Context: an optimization exercise on an open-source flow, tuned for small area and few clock cycles. The choices shown serve that exercise and are no tape-out recipe. At most, simulation tests tie the RTL to the original design; equivalence was not proved. The clock port is modelled as an ideal driver; clocking choices that lean on that would not hold on a real chip. Power and IR drop assume default switching activity.

== old ==
## spi_flash_seq
module spi_flash_seq (
    input  wire        clk,
    input  wire        rst,
    input  wire        req_valid,
    output wire        req_ready,
    input  wire [2:0]  req_op,
    input  wire [23:0] req_addr,
    input  wire [15:0] req_len,
    input  wire [15:0] req_rd_len,
    input  wire [7:0]  req_dummy,
    input  wire [15:0] req_page_size,
    output wire [15:0] pl_addr,
    input  wire [7:0]  pl_data,
    output wire        out_valid,
    output wire [7:0]  out_data,
    output wire        resp_valid,
    output wire [3:0]  resp_code,
    output wire        tx_valid,
    output wire [7:0]  tx_data,
    output wire        tx_last,
    input  wire        tx_ready,
    input  wire        wr_done,
    input  wire        wr_err,
    input  wire [31:0] wr_count,
    output wire        rx_req,
    output wire [15:0] rx_max,
    input  wire        rx_valid,
    input  wire [7:0]  rx_data,
    input  wire        rx_last,
    input  wire        rx_err
);
export LEC_CHECK = 0
export CAP_MARGIN = 20
export CORE_MARGIN = 2
export CORE_UTILIZATION = 55
export SLEW_MARGIN = 20
create_clock -name core_clock -period 10.0 [get_ports {clk}]
standard.sh (not shown) runs the stock make flow with config.mk's settings and CLKGATE_MAP_FILE= SYNTH_SCRIPT=/design/flow/synth_recipe.tcl, a recipe that flattens the netlist after the stock synthesis.
==> flow/flow/run.sh <==
#!/bin/bash
# Layout flow: the standard flow (standard.sh) with three changes.
#  1. Between synthesis and floorplan, the combinational gates of the
#     standard synthesis netlist are re-mapped by ABC with area-oriented
#     scripts (each flip-flop instance, its name and cell type are kept;
#     the smallest result is used).
#  2. Ports are buffered with sky130_fd_sc_hd__buf_1 instead of the default.
#  3. Clock tree synthesis without dummy loads, with clkbuf_8 buffers; if
#     the flip-flop clock-pin slew after CTS comes out over 115 ps, CTS is
#     run again with clkbuf_16 buffers.
# Each tool's output goes to a log_*.txt file in this folder.
set -euo pipefail
R=orfs/results/sky130hd/spi_flash_seq/base
LOGS=orfs/logs/sky130hd/spi_flash_seq/base
YOSYS=$(command -v yosys || echo $FLOW_HOME/../tools/install/yosys/bin/yosys)
OPENROAD=$(command -v openroad || echo $FLOW_HOME/../tools/install/OpenROAD/bin/openroad)

export BUFFER_PORTS_ARGS="-buffer_cell sky130_fd_sc_hd__buf_1"
CTS_BASE="-sink_clustering_enable -repair_clock_nets -dont_use_dummy_load"
export CTS_ARGS="$CTS_BASE -buf_list sky130_fd_sc_hd__clkbuf_8"

# 1. standard synthesis
bash standard.sh synth > log_1_standard_synth.txt 2>&1

# 2. area re-mapping of the combinational logic
cp $R/1_2_yosys.v $R/1_2_yosys_standard.v
export REMAP_LIB=$FLOW_HOME/platforms/sky130hd/lib/sky130_fd_sc_hd__tt_025C_1v80.lib
export REMAP_IN=$R/1_2_yosys_standard.v
export REMAP_DONT_USE="$(grep -o -- '-dont_use [A-Za-z0-9_]*' $LOGS/1_2_yosys.log | awk '{print $2}' | sort -u | tr '\n' ' ')"
best=""; best_area=""
for s in flow/abc_*.abc; do
  n=$(basename $s .abc)
  REMAP_SCRIPT=$PWD/$s REMAP_OUT=$PWD/remap_$n.v REMAP_STAT_IN=$PWD/remap_${n}_stat_in.txt \
    REMAP_STAT_OUT=$PWD/remap_${n}_stat_out.txt $YOSYS -c flow/remap.tcl > log_2_remap_$n.txt 2>&1 &
done
wait
for s in flow/abc_*.abc; do
  n=$(basename $s .abc)
  a=$(grep -m1 "Chip area for module '.spi_flash_seq'" remap_${n}_stat_out.txt 2>/dev/null | awk '{print $NF}') || true
  [[ -n "$a" && -s remap_$n.v ]] || continue
  if [[ -z "$best" ]] || awk -v a=$a -v b=$best_area 'BEGIN{exit !(a<b)}'; then best=$n; best_area=$a; fi
done
echo "remap: using $best ($best_area um2)" > log_2_remap_choice.txt
if [[ -n "$best" ]]; then cp remap_$best.v $R/1_2_yosys.v; fi
rm -f $R/1_synth.odb $R/1_synth.sdc

# 3. floorplan, placement and CTS
bash standard.sh cts > log_3_standard_cts.txt 2>&1
slew=$(CLKCHECK_ODB=$R/4_cts.odb CLKCHECK_SDC=$R/4_cts.sdc $OPENROAD -no_init -exit flow/clkcheck.tcl 2>&1 | tee log_3_clkcheck.txt | awk '/^CLKSLEW/ {print $2}')
echo "clock slew after CTS with clkbuf_8: $slew" > log_3_clkcheck_choice.txt
if [[ -z "$slew" ]] || awk -v s=$slew 'BEGIN{exit !(s>0.115)}'; then
  echo "redo CTS with clkbuf_16" >> log_3_clkcheck_choice.txt
  bash standard.sh clean_cts > log_3_clean_cts.txt 2>&1
  export CTS_ARGS="$CTS_BASE -buf_list sky130_fd_sc_hd__clkbuf_16"
  bash standard.sh cts > log_3_standard_cts2.txt 2>&1
fi

# 4. the rest of the standard flow
bash standard.sh finish > log_4_standard_finish.txt 2>&1
Other scripts of this flow, unchanged in this note and not shown: flow/flow/abc_amap.abc, flow/flow/abc_amap2.abc, flow/flow/abc_amapm2.abc, flow/flow/abc_deep40.abc, flow/flow/clkcheck.tcl, flow/flow/remap.tcl
### old -> new
--- a/flow/design.v
+++ b/flow/design.v
@@ -100,20 +100,16 @@
             6'd13: hdr = 8'h07;
             6'd14: hdr = 8'h02;
             6'd16: hdr = rdc[7:0];
             6'd17: hdr = {wrc[3:0], 1'b0, dmy, rdc[8]};
             6'd18: hdr = {3'd0, wrc[8:4]};
             6'd19: hdr = {4'd0, mode};
             6'd33: hdr = 8'h40;
             6'd34: hdr = 8'h40;
-            6'd48: hdr = opc;
-            6'd49: hdr = pre4 ? A[23:16] : 8'hFF;
-            6'd50: hdr = pre4 ? A[15:8] : 8'hFF;
-            6'd51: hdr = pre4 ? A[7:0] : 8'hFF;
             default: hdr = 8'h00;
         endcase
     end
     reg [7:0] preb;
     always @(*) begin
         if (!pre4)
             preb = (C[1:0] == 2'd0) ? opc : 8'hFF;
         else case (C[1:0])
@@ -121,24 +117,23 @@
             2'd1: preb = A[23:16];
             2'd2: preb = A[15:8];
             default: preb = A[7:0];
         endcase
     end
     wire [15:0] Pinc    = P + 16'd1;
     wire        pl_end  = (Pinc == PL);
     wire        pl_none = (PL == 16'd0);
-    wire        c47     = (C == 6'd47);
-    wire        c51     = (C == 6'd51);
-    wire        hdr_last = setreg ? ((c47 & x0) | (c51 & pl_none)) : (C == 6'd7);
-    wire        hdr_pl   = setreg & ((c47 & pre0 & ~x0) | (c51 & ~pl_none));
+    wire        hdr_end = setreg ? (C == 6'd47) : (C == 6'd7);
+    wire        hdr_last = hdr_end & (~setreg | x0);
     wire        c3      = (C[1:0] == 2'd3);
-    assign tx_valid = (st == S_HDR) | (st == S_PL) | (st == S_PAD);
-    assign tx_data  = (st == S_PL) ? pl_data : (st == S_PAD) ? 8'hFF : hdr;
-    assign tx_last  = ((st == S_HDR) & hdr_last) |
+    assign tx_valid = (st == S_HDR) | (st == S_PRE) | (st == S_PL) | (st == S_PAD);
+    assign tx_data  = (st == S_HDR) ? hdr : (st == S_PRE) ? preb :
+                      (st == S_PL) ? pl_data : 8'hFF;
+    assign tx_last  = ((st == S_HDR) & hdr_last) | ((st == S_PRE) & c3 & pl_none) |
                       ((st == S_PL) & c3 & pl_end) | ((st == S_PAD) & c3);
     wire        cin   = (st == S_ADV);
     wire [15:0] Ssum  = S + P + {15'd0, cin};
     assign pl_addr = Ssum;
     wire [24:0] asum  = {1'b0, A} + {9'd0, (st == S_DISP) ? L : PS};
     wire        range_bad = asum[24] & (asum[23:0] != 24'd0);
     wire        rdreg  = pk[1];
     wire [9:0]  expct  = (pk == K_RDDATA) ? n : 10'd40;
@@ -249,18 +244,25 @@
                 end
                 S_RESP: st <= S_IDLE;
                 S_HDR: begin
                     if (setreg) P <= 16'd0;
                     if (tx_ready) begin
                         C <= C + 6'd1;
                         if (hdr_last)
                             st <= S_ACK;
-                        else if (hdr_pl)
-                            st <= S_PL;
+                        else if (hdr_end)
+                            st <= pre0 ? S_PL : S_PRE;
+                    end
+                end
+                S_PRE: begin
+                    if (tx_ready) begin
+                        C <= C + 6'd1;
+                        if (c3)
+                            st <= pl_none ? S_ACK : S_PL;
                     end
                 end
                 S_PL: begin
                     if (tx_ready) begin
                         C <= C + 6'd1;
                         P <= Pinc;
                         if (pl_end)
                             st <= c3 ? S_ACK : S_PAD;
Multi-input combinational cell area delta for new relative to old: about 5% higher
Min part of the total power dissipated in combinational logic across old and new: old
The run showing the smaller horizontal die dimension is old.
new vs. old: count of mapped cells out of synthesis went up 0.94%; area after synthesis went up 1.2%; area of the die went up about 1.2%; routability congestion estimate from global placement went up about 3%.
Global routing usage summed across all routing layers across old and new: no real change.
The length in cells of the worst reg-to-reg path reported for new is smaller than that of old by 6.
Post-route non-filler standard cell count came out higher on new than on old.
In the route summary, new ends up with a via count exceeding that of old.
Routed wire length (new vs. old) increases slightly
Testbench counts of new, summed over its fixed seeds: cycles 1,078,149.
The RTL of old was laid out without a check of its function.

[what the ideal ports hide]
The flow's constraints put no driver on any port. The routed layouts listed below were extracted and timed again, unchanged, in two steps.
Step 1, drivers: a clkbuf_16 drives clk and a buf_2 each remaining input, both assumed.
Step 2, shift: input delay + t, output delay - t, t = (earliest + latest rising clock arrival at the registers) / 2. This alone moves slack from input paths to output paths.
a / b / c = no drivers / after step 1 / after step 2; a / b = the first two.
| run | t, ns | setup slack, ns | worst hold slack (ns) | worst setup path at the end | worst slew at a driven data input, ns |
|---|---|---|---|---|---|
| old | 0.391 | 1.485 / 1.485 / 1.485 | 0.550 / 0.550 / 0.550 | register to register | 0.04 |
| new | 0.402 | 0.804 / 0.756 / 1.158 | 0.597 / 0.597 / 0.597 | register to output | 0.04 |
After both steps every run listed still meets setup and hold.
